Background: an optimization exercise with open tools, aiming at small area, a short achievable clock period and few clock cycles per item. Do not read the settings as production practice. In this exercise RTL edits were held to simulation tests only and were not proved equivalent to the original.

--- flow/flow/run.sh ---
#!/bin/bash
# The standard layout, with the port buffers made of sky130_fd_sc_hd__buf_2
# cells instead of the delay buffer that buffer_ports picks by default.
set -euo pipefail
export BUFFER_PORTS_ARGS="-buffer_cell sky130_fd_sc_hd__buf_2"
bash standard.sh > standard_flow.log 2>&1
--- flow/standard.sh ---
#!/bin/bash
# synth_recipe.tcl (not shown) runs the flow's synth.tcl, then flattens the netlist and writes it again
# the make line also repeats each setting of config.mk as NAME=value (left out here)
make -C /OpenROAD-flow-scripts/flow DESIGN_CONFIG=/design/flow/config.mk WORK_HOME=/design/flow/orfs CLKGATE_MAP_FILE= SYNTH_SCRIPT=/design/flow/synth_recipe.tcl "${@:-finish}"
--- flow/config.mk ---
export PLATFORM = sky130hd
export DESIGN_NAME = nbhd_run
export DESIGN_NICKNAME = nbhd_run
export VERILOG_FILES = /design/flow/design.v
export SDC_FILE = /design/flow/constraint.sdc
export NUM_CORES = 4
export LEC_CHECK = 0
export CAP_MARGIN = 20
export CORE_MARGIN = 2
export CORE_UTILIZATION = 30
export CTS_CLUSTER_DIAMETER = 80
export CTS_CLUSTER_SIZE = 20
export SLEW_MARGIN = 20
export SYNTH_MEMORY_MAX_BITS = 4096
--- flow/constraint.sdc ---
create_clock -name core_clock -period 38.0 [get_ports {clk}]
set_input_delay 7.6000 -clock core_clock [delete_from_list [all_inputs] [get_ports {clk}]]
set_output_delay 7.6000 -clock core_clock [all_outputs]
set_load 0.01 [all_outputs]
--- flow/design.v ---
module nbhd_sharpen (
    input  wire [7:0] n1, n3, n4, n5, n7,
    output reg  [7:0] pix
);
    wire signed [12:0] t = $signed({5'd0, n4}) * 13'sd6
                         - $signed({5'd0, n1}) - $signed({5'd0, n3})
                         - $signed({5'd0, n5}) - $signed({5'd0, n7});
    wire signed [12:0] t1 = t + 13'sd1;
    always @* begin
        if (t <= 13'sd0)        pix = 8'd0;
        else if (t >= 13'sd510) pix = 8'd255;
        else                    pix = t1[8:1];
    end
endmodule
module nbhd_absdiff (
    input  wire [9:0] a,
    input  wire [9:0] b,
    output wire [7:0] d,
    output wire       big
);
    wire [10:0] ab = {1'b0, a} - {1'b0, b};
    wire [10:0] ba = {1'b0, b} - {1'b0, a};
    wire [9:0]  m  = ab[10] ? ba[9:0] : ab[9:0];
    assign d   = m[7:0];
    assign big = (m > 10'd254);
endmodule
module nbhd_sqsteps #(
    parameter integer HI = 7,
    parameter integer LO = 5
) (
    input  wire [7:0]  root_i,
    input  wire [9:0]  rem_i,
    input  wire [15:0] m,
    output reg  [7:0]  root_o,
    output reg  [9:0]  rem_o
);
    reg [9:0] rin, trial, rem;
    reg [7:0] root;
    integer i;
    always @* begin
        root = root_i;
        rem  = rem_i;
        for (i = HI; i >= LO; i = i - 1) begin
            rin   = ((rem << 2) | ((m >> (2 * i)) & 10'd3)) & ((10'd1 << (10 - i)) - 10'd1);
            trial = (({2'd0, root} << 2) | 10'd1) & ((10'd1 << (9 - i)) - 10'd1);
            if (rin >= trial) begin
                rem  = (rin - trial) & ((10'd1 << (9 - i)) - 10'd1);
                root = ((root << 1) | 8'd1) & ((8'd1 << (8 - i)) - 8'd1);
            end else begin
                rem  = rin & ((10'd1 << (9 - i)) - 10'd1);
                root = (root << 1) & ((8'd1 << (8 - i)) - 8'd1);
            end
        end
        root_o = root;
        rem_o  = rem;
    end
endmodule
module nbhd_medbits #(
    parameter integer HI = 7,
    parameter integer LO = 4
) (
    input  wire [71:0]  w,
    input  wire [8:0]   fh_i,
    input  wire [8:0]   fl_i,
    output wire [8:0]   fh_o,
    output wire [8:0]   fl_o,
    output wire [HI:LO] res_o
);
    localparam integer N = HI - LO + 1;
    wire [8:0] fh [0:N];
    wire [8:0] fl [0:N];
    assign fh[0] = fh_i;
    assign fl[0] = fl_i;
    genvar j;
    generate
        for (j = 0; j < N; j = j + 1) begin : g_bit
            localparam integer B = HI - j;
            wire [8:0] bits = {w[64+B], w[56+B], w[48+B], w[40+B], w[32+B],
                               w[24+B], w[16+B], w[8+B], w[B]};
            wire [8:0] e = fh[j] | (~fl[j] & bits);
            wire s0 = e[0] ^ e[1] ^ e[2];
            wire s1 = e[3] ^ e[4] ^ e[5];
            wire s2 = e[6] ^ e[7] ^ e[8];
            wire c0 = (e[0] & e[1]) | (e[0] & e[2]) | (e[1] & e[2]);
            wire c1 = (e[3] & e[4]) | (e[3] & e[5]) | (e[4] & e[5]);
            wire c2 = (e[6] & e[7]) | (e[6] & e[8]) | (e[7] & e[8]);
            wire sa = s0 ^ s1 ^ s2;
            wire sb = (s0 & s1) | (s0 & s2) | (s1 & s2);
            wire ca = c0 ^ c1 ^ c2;
            wire cb = (c0 & c1) | (c0 & c2) | (c1 & c2);
            wire m  = cb ? (sa | sb | ca) : (sa & sb & ca);
            assign res_o[B] = m;
            assign fh[j+1]  = fh[j] | (~fl[j] & bits & {9{~m}});
            assign fl[j+1]  = fl[j] | (~fh[j] & ~bits & {9{m}});
        end
    endgenerate
    assign fh_o = fh[N];
    assign fl_o = fl[N];
endmodule
module nbhd_run (
    input  wire       clk,
    input  wire       rst,         
    input  wire       in_valid,
    output wire       in_ready,
    input  wire [7:0] in_pix,
    output wire       out_valid,
    output wire [7:0] out_pix
);
    localparam integer P = 4;             
    localparam integer Q = 3;             
    localparam integer L = 51 + P + Q;    
    localparam integer D = 257 - L;       
    reg       rst_r;
    reg       rdy_r;
    reg       iv;
    reg [7:0] ip;
    always @(posedge clk) begin
        rst_r <= rst;
        ip    <= in_pix;
        iv    <= in_valid & rdy_r & ~rst;
    end
    assign in_ready = rdy_r;
    reg [8*D-1:0] fifo;  
    reg [8:0] cm1;       
    reg [7:0] icnt;      
    reg [7:0] hq;        
    reg [1:0] avail;     
    reg [6:0] pend;      
    wire last_in   = iv & (icnt == 8'd255);
    wire head_done = (avail != 2'd0) | last_in;
    wire nonempty  = ~cm1[8];
    wire flushing  = (pend != 7'd0);
    reg take;
    always @* begin
        if (!nonempty)
            take = 1'b0;
        else if (hq >= L)
            take = head_done;
        else if (hq == 8'd0 && flushing)
            take = (nonempty & (cm1[7:0] >= L - 1)) | (avail != 2'd0);
        else
            take = 1'b1;
    end
    wire dummy = ~take & (hq == 8'd0) & flushing;
    wire adv   = take | dummy;
    wire [8:0] cm1_nx = cm1 + {8'd0, iv} - {8'd0, take};
    always @(posedge clk) begin
        if (iv) fifo <= {fifo[8*(D-1)-1:0], ip};
    end
    wire [15:0] rsel_lo = 16'd1 << cm1[3:0];
    wire [15:0] rsel_hi = 16'd1 << cm1[7:4];
    reg  [7:0]  head;
    integer e;
    always @* begin
        head = 8'd0;
        for (e = 0; e < D; e = e + 1)
            head = head | (fifo[8*e +: 8] & {8{rsel_lo[e % 16] & rsel_hi[e / 16]}});
    end
    always @(posedge clk) begin
        if (rst_r) begin
            cm1   <= 9'h1ff;
            icnt  <= 8'd0;
            hq    <= 8'd0;
            avail <= 2'd0;
            pend  <= 7'd0;
            rdy_r <= 1'b1;
        end else begin
            if (iv)
                icnt <= icnt + 8'd1;
            if (take)
                hq <= hq + 8'd1;
            cm1   <= cm1_nx;
            avail <= avail + {1'b0, last_in} - {1'b0, take & (hq == 8'd255)};
            if (take)
                pend <= L;
            else if (dummy)
                pend <= pend - 7'd1;
            rdy_r <= ($signed(cm1_nx) < D - 2);
        end
    end
    localparam integer DV1 = 16;                
    localparam integer DV2 = 34;                
    localparam integer DV3 = DV2 + P + 17;      
    localparam integer DVO = DV3 + Q - 1;       
    reg  [6:0] ds, de;
    wire [6:0] ds_inc = (ds == 7'd127) ? ds : ds + 7'd1;
    wire [6:0] de_inc = (de == 7'd127) ? de : de + 7'd1;
    wire ok1 = ~((ds <= DV1) & (de >= DV1));
    wire ok2 = ~((ds <= DV2) & (de >= DV2));
    wire ok3 = ~((ds <= DV3) & (de >= DV3));
    wire oko = ~((ds <= DVO) & (de >= DVO));
    always @(posedge clk) begin
        if (rst_r) begin
            ds <= 7'd0;
            de <= 7'd127;
        end else if (dummy) begin
            ds <= 7'd0;
            de <= (ds == 7'd0) ? de_inc : 7'd0;
        end else if (take) begin
            ds <= ds_inc;
            de <= de_inc;
        end
    end
    reg [8*34-1:0] lb1;
    reg [7:0]      c1;
    reg [7:0]      s1;
    wire [7:0] w1_1  = lb1[8*1-1  -: 8];
    wire [7:0] w1_16 = lb1[8*16-1 -: 8];
    wire [7:0] w1_17 = lb1[8*17-1 -: 8];
    wire [7:0] w1_18 = lb1[8*18-1 -: 8];
    wire [7:0] w1_33 = lb1[8*33-1 -: 8];
    wire int1 = (c1[3:0] != 4'd0) & (c1[3:0] != 4'd15) & (c1[7:4] != 4'd0) & (c1[7:4] != 4'd15);
    wire [7:0] sharp;
    nbhd_sharpen u_sharp (.n1(w1_33), .n3(w1_18), .n4(w1_17), .n5(w1_16), .n7(w1_1), .pix(sharp));
    always @(posedge clk) begin
        if (adv) begin
            lb1 <= {lb1[8*33-1:0], head};
            s1  <= int1 ? sharp : w1_17;
        end
    end
    always @(posedge clk) begin
        if (rst_r)
            c1 <= 8'd0;
        else if (adv & ok1)
            c1 <= c1 + 8'd1;
    end
    reg [8*34-1:0] lb2;
    reg [7:0]      c2;
    wire [7:0] w2_0  = s1;
    wire [7:0] w2_1  = lb2[8*1-1  -: 8];
    wire [7:0] w2_2  = lb2[8*2-1  -: 8];
    wire [7:0] w2_16 = lb2[8*16-1 -: 8];
    wire [7:0] w2_17 = lb2[8*17-1 -: 8];
    wire [7:0] w2_18 = lb2[8*18-1 -: 8];
    wire [7:0] w2_32 = lb2[8*32-1 -: 8];
    wire [7:0] w2_33 = lb2[8*33-1 -: 8];
    wire [7:0] w2_34 = lb2[8*34-1 -: 8];
    wire int2 = (c2[3:0] != 4'd0) & (c2[3:0] != 4'd15) & (c2[7:4] != 4'd0) & (c2[7:4] != 4'd15);
    wire [9:0] gxp = {2'd0, w2_32} + {1'b0, w2_16, 1'b0} + {2'd0, w2_0};
    wire [9:0] gxn = {2'd0, w2_34} + {1'b0, w2_18, 1'b0} + {2'd0, w2_2};
    wire [9:0] gyp = {2'd0, w2_2}  + {1'b0, w2_1, 1'b0}  + {2'd0, w2_0};
    wire [9:0] gyn = {2'd0, w2_34} + {1'b0, w2_33, 1'b0} + {2'd0, w2_32};
    wire [7:0] ax, ay;
    wire       bx, by;
    nbhd_absdiff u_adx (.a(gxp), .b(gxn), .d(ax), .big(bx));
    nbhd_absdiff u_ady (.a(gyp), .b(gyn), .d(ay), .big(by));
    reg [7:0] p1x, p1y;
    reg       p1s;
    reg [3:0]  p3r;
    reg [4:0]  p3e;
    reg [7:0]  p3m;
    reg        p3s;
    reg [6:0]  p4r;
    reg [7:0]  p4e;
    reg [1:0]  p4m;
    reg        p4s;
    reg [3:1]  pi;
    reg [7:0]  s2;
    reg [16:0] msum;
    integer si, sj;
    always @* begin
        msum = 17'd0;
        for (si = 0; si < 8; si = si + 1) begin
            msum = msum + ({16'd0, p1x[si]} << (2 * si)) + ({16'd0, p1y[si]} << (2 * si));
            for (sj = si + 1; sj < 8; sj = sj + 1)
                msum = msum + ({16'd0, p1x[si] & p1x[sj]} << (si + sj + 1))
                            + ({16'd0, p1y[si] & p1y[sj]} << (si + sj + 1));
        end
    end
    wire [7:0] r3;
    wire [9:0] e3;
    nbhd_sqsteps #(.HI(7), .LO(4)) u_sq3 (.root_i(8'd0), .rem_i(10'd0), .m(msum[15:0]), .root_o(r3), .rem_o(e3));
    wire [7:0] r4;
    wire [9:0] e4;
    nbhd_sqsteps #(.HI(3), .LO(1)) u_sq4 (.root_i({4'd0, p3r}), .rem_i({5'd0, p3e}), .m({8'd0, p3m}), .root_o(r4), .rem_o(e4));
    wire [7:0] r5;
    wire [9:0] e5;
    nbhd_sqsteps #(.HI(0), .LO(0)) u_sq5 (.root_i({1'b0, p4r}), .rem_i({2'd0, p4e}), .m({14'd0, p4m}), .root_o(r5), .rem_o(e5));
    wire [8:0] q5   = {1'b0, r5} + {8'd0, (e5 > {2'd0, r5})};
    wire [7:0] sob  = (p4s | q5[8]) ? 8'd255 : q5[7:0];
    always @(posedge clk) begin
        if (adv) begin
            lb2 <= {lb2[8*33-1:0], s1};
            p1x <= ax;
            p1y <= ay;
            p1s <= bx | by;
            p3r <= r3[3:0];
            p3e <= e3[4:0];
            p3m <= msum[7:0];
            p3s <= p1s | msum[16];
            p4r <= r4[6:0];
            p4e <= e4[7:0];
            p4m <= p3m[1:0];
            p4s <= p3s;
            pi  <= {pi[2:1], int2};
            s2  <= pi[3] ? sob : lb2[8*(17+P-1)-1 -: 8];
        end
    end
    always @(posedge clk) begin
        if (rst_r)
            c2 <= 8'd0;
        else if (adv & ok2)
            c2 <= c2 + 8'd1;
    end
    reg [8*36-1:0] lb3;
    reg [7:0]      c3;
    wire int3 = (c3[3:0] != 4'd0) & (c3[3:0] != 4'd15) & (c3[7:4] != 4'd0) & (c3[7:4] != 4'd15);
    wire [71:0] wm1 = {lb3[8*34-1 -: 8], lb3[8*33-1 -: 8], lb3[8*32-1 -: 8],
                       lb3[8*18-1 -: 8], lb3[8*17-1 -: 8], lb3[8*16-1 -: 8],
                       lb3[8*2-1 -: 8],  lb3[8*1-1 -: 8],  s2};
    wire [71:0] wm2 = {lb3[8*35-1 -: 8], lb3[8*34-1 -: 8], lb3[8*33-1 -: 8],
                       lb3[8*19-1 -: 8], lb3[8*18-1 -: 8], lb3[8*17-1 -: 8],
                       lb3[8*3-1 -: 8],  lb3[8*2-1 -: 8],  lb3[8*1-1 -: 8]};
    wire [71:0] wm3 = {lb3[8*36-1 -: 8], lb3[8*35-1 -: 8], lb3[8*34-1 -: 8],
                       lb3[8*20-1 -: 8], lb3[8*19-1 -: 8], lb3[8*18-1 -: 8],
                       lb3[8*4-1 -: 8],  lb3[8*3-1 -: 8],  lb3[8*2-1 -: 8]};
    wire [8:0] mh1, ml1, mh2, ml2, mh3, ml3;
    wire [7:5] mr1;
    wire [4:2] mr2;
    wire [1:0] mr3;
    reg  [8:0] q1h, q1l, q2h, q2l;
    reg  [7:5] q1r;
    reg  [7:2] q2r;
    reg        q1i, q2i;
    nbhd_medbits #(.HI(7), .LO(5)) u_med1 (.w(wm1), .fh_i(9'd0), .fl_i(9'd0),
                                           .fh_o(mh1), .fl_o(ml1), .res_o(mr1));
    nbhd_medbits #(.HI(4), .LO(2)) u_med2 (.w(wm2), .fh_i(q1h), .fl_i(q1l),
                                           .fh_o(mh2), .fl_o(ml2), .res_o(mr2));
    nbhd_medbits #(.HI(1), .LO(0)) u_med3 (.w(wm3), .fh_i(q2h), .fl_i(q2l),
                                           .fh_o(mh3), .fl_o(ml3), .res_o(mr3));
    reg       ov_r;
    reg [7:0] op_r;
    always @(posedge clk) begin
        if (adv) begin
            lb3 <= {lb3[8*35-1:0], s2};
            q1h <= mh1;
            q1l <= ml1;
            q1r <= mr1;
            q1i <= int3;
            q2h <= mh2;
            q2l <= ml2;
            q2r <= {q1r, mr2};
            q2i <= q1i;
        end
        op_r <= q2i ? {q2r, mr3} : lb3[8*(17+Q-1)-1 -: 8];
    end
    always @(posedge clk) begin
        if (rst_r)
            c3 <= 8'd0;
        else if (adv & ok3)
            c3 <= c3 + 8'd1;
    end
    always @(posedge clk) begin
        ov_r <= ~rst & ~rst_r & adv & oko;
    end
    assign out_valid = ov_r;
    assign out_pix   = op_r;
endmodule
==> run summary <==
-- final timing paths --
| path | cells after the start | from | slack (ns) | end |
|---|---|---|---|---|
| setup / recovery | 1 | rdy_r | 29.07 | in_ready |
| hold reg to reg | 0 | fifo[899] | 0.37 | fifo[907] |
| setup reg to reg | 31 | p1y[1] | 29.22 | p3e[4] |
| hold / removal | 0 | fifo[899] | 0.37 | fifo[907] |
-- worst reg2reg max path, delay by kind of cell, from the launching register on --
| kind | cells | cell delay (ns) |
|---|---|---|
| adders and majority gates | 9 | 3.70 |
| xor gates and xnor gates | 1 | 0.29 |
| muxes | 2 | 0.66 |
| and+or+nand+nor | 3 | 0.58 |
| AOI/OAI and AO/OA | 11 | 2.50 |
| buffers and inverters | 5 | 0.28 |
| DFF | 1 | 0.53 |
-- state kept, by name (all words and copies together) (netlist names), 264 cells and up --
name  flops
lb2     272
lb1     264
fifo   1592
lb3     279
-- per-stage QoR --
| stage | setup WS, ns | instance area (um2) | util | hold slack (ns) |
|---|---|---|---|---|
| after detailed placement | 29.24 | 109900 | 0.3257 | 0.3918 |
| after global placement | 28.65 | 109800 | 0.3256 | 0.3951 |
| after floorplan | 3.944 | 101900 | - | 0.3855 |
| final | 29.07 | 115500 | 0.3423 | 0.3672 |
| after CTS | 28.99 | 115100 | 0.3410 | 0.3943 |
| after global routing | 28.69 | 115200 | 0.3415 | 0.4126 |
-- cell usage after synthesis (15+ instances only) --
cell type	n	area, um2
mux2i_1	21	210.2
nor3_1	40	200.2
and3_1	20	125.1
a221oi_1	285	2496
a22oi_1	215	1614
nand2b_1	19	118.9
a31oi_1	16	100.1
o31ai_1	15	112.6
nand2_1	163	611.8
a31o_2	18	157.7
ha_1	234	2928
inv_1	292	1096
nand3_1	69	345.3
nor4_1	33	206.5
a22o_1	276	2417
mux2_2	19	214.0
nor2b_1	31	193.9
dfxtp_1	92	1842
nor2_1	371	1393
xor2_1	57	499.2
a21o_1	52	390.4
xnor2_1	94	823.3
edfxtp_1	2526	75850
maj3_1	20	200.2
o21ai_0	130	650.6
o21bai_1	26	195.2
and2_1	46	287.8
clkbuf_1	58	217.7
fa_1	139	2783
nand4_1	136	850.8
a21oi_1	164	820.8
-- cell families (layout without fill, tap and decap cells) --
kind of cell,after synthesis,after routing
simple gates,1006,1006
xor+xnor,152,152
flops,2618,2618
mux,40,40
buf+inv,362,750
other cells,0,144
fa+ha+maj,393,393
compound gates,1340,1340
-- layer usage --
metal  vias up  track usage
met2      6191       0.3056
met1     32880       0.2617
met3      1845       0.1115
met4        34       0.1548
li1      24440            -
met5         -      0.02076
-- layout make-up --
cell class / count / area, um2 / share of cell area
Sequential cell: 2618 / 77700 / 0.6728
Multi-Input combinational cell: 2931 / 24030 / 0.2080
Tap cell: 4515 / 5649 / 0.04892
Clock buffer: 214 / 4577 / 0.03963
Timing Repair Buffer: 193 / 1471 / 0.01274
Inverter: 294 / 1104 / 0.009556
Clock inverter: 49 / 594.3 / 0.005146
Antenna cell: 144 / 360.3 / 0.003120
==> impl_metrics.json <==
{
  "cts_root_buf": "clkbuf_16",
  "synth_xor_area_frac": 0.01320,
  "vias": 65380,
  "synth_simple_gate_area_frac": 0.04823,
  "met3WireLength_um": 59120,
  "layout.nets": 6593,
  "antenna_found_initial": 74,
  "dp_cells": 10550,
  "dieArea_um2": 344300,
  "instances_no_fill": 10960,
  "synth_cell_types": 91,
  "cp_top_family": "flip-flops",
  "worst_path_max_delay_cell": "dfxtp_1",
  "rsz0062_at_grt": "false",
  "ctsResizeCount": 0,
  "gp_congestion": 1.031,
  "postCtsSetupBuffers": 0,
  "synth_area_um2": 101900,
  "io_buffers": 20,
  "cp_max_fo": 2,
  "met2_length_um": 160400,
  "coreArea_um2": 337400,
  "cts_max_level": 4,
  "cts_buffer_depth": 4,
  "ys_warn_count": 8,
  "first_pass_iters": 8,
  "worstSetupPathType": "flip-flop to primary output",
  "grt_pass1_wl_um": 518100,
  "dp_hpwl_um": 258900,
  "maxSlewViolCount": 0,
  "finalSetupViolCount": 0,
  "final_antenna_net_count": 0,
  "max_freq_mhz": 112.0,
  "seq_area_frac_synth": 0.7626,
  "track_usage": 0.2204,
  "mostFrequentLayoutCells": "edfxtp_1 (2526), inv_1 (292), a221oi_1 (285)",
  "drc": 0,
  "io_pins": 21,
  "cts_tree": "yes",
  "report.final.hold_viol_count": 0,
  "die_w_um": 586.7,
  "worstSkewPairLatency_ns": 0.98,
  "drv_cap": 0,
  "finalCritPeriodShare": 0.2350,
  "grt_max_degree": 183,
  "cts.sinks": 2618,
  "critPathMaxStageDelay_ns": 0.32,
  "grt_pass1_vias": 58280,
  "fin_skew_ns": 0.1399,
  "slew_headroom": 0.1005,
  "final_common_cell": "edfxtp_1",
  "vias_per_cell": 5.966,
  "synthArstFlopShare": 0,
  "synth_fa_ha_area_frac": 0.05802,
  "synth_mux_area_frac": 0.004163,
  "synth_edf_count": 2526,
  "drt-initial-drc-count": 13070,
  "wl_per_cell_um": 35.83,
  "postSynthCellCount": 5911,
  "areaGrowthSynthToFinish_pct": 13.35,
  "hold_buffers": 0,
  "start_util": 0.3020,
  "cts_made_buffers": 171,
  "grt_remaining_overflow": 0,
  "fillCellCount": 31960,
  "rows": 213,
  "syn-mean-instance-area_um2": 17.24,
  "clkTransAtPathRegs_ns": 0.09,
  "synth_top_family_by_area": "compound AO/OA/AOI/OAI gates",
  "arrival_ns": 1.33,
  "wl_met1_um": 137100,
  "endpoint_kind": "primary output",
  "crit_buf_inv": 1,
  "tightest_slew_ns": 1.346,
  "syn-num-nets": 6295,
  "synth-seq-cells": 2618,
  "period_needed_ns": 8.930,
  "min_path_type": "flip-flop to flip-flop",
  "cp_cell_sequence": "buf_2",
  "cp-start-kind": "flip-flop",
  "outcome": "complete, no violations",
  "wirelength_um": 392600,
  "synth_top_flop_cell": "edfxtp_1",
  "drive_gt1_frac": 0.1078,
  "top_layer": "met5",
  "die_y_um": 586.7,
  "critPathRequiredTime_ns": 30.40,
  "synth_compound_area_frac": 0.1004,
  "finalSetupTns_ns": 0
}
Testbench counts, summed over its fixed seeds: cycles 10,240, planes 32.

port drivers added, routing unchanged:
Ports are ideal in the flow. The routed layout listed here was re-timed in OpenROAD.
Step 1 sets driving cells, clkbuf_16 on the clock port and buf_2 on the other inputs (assumed; they add their load-dependent delay and slew).
Step 2, shift: input delay + t, output delay - t, t = (earliest + latest rising clock arrival at the registers) / 2. This alone moves slack from input paths to output paths.
a / b / c = ideal / step 1 / step 2; a / b = the first two.
t (ns): 1.010
setup slack, ns: 29.070 / 28.961 / 29.217
hold WS [ns]: 0.367 / 0.367 / 0.367
worst setup path at the end: register to register
worst slew at a driven data input, ns: 0.03
After both steps this run still meets setup and hold. The setup slack of this run moves by -0.109 ns with the drivers and by +0.147 ns with both steps.
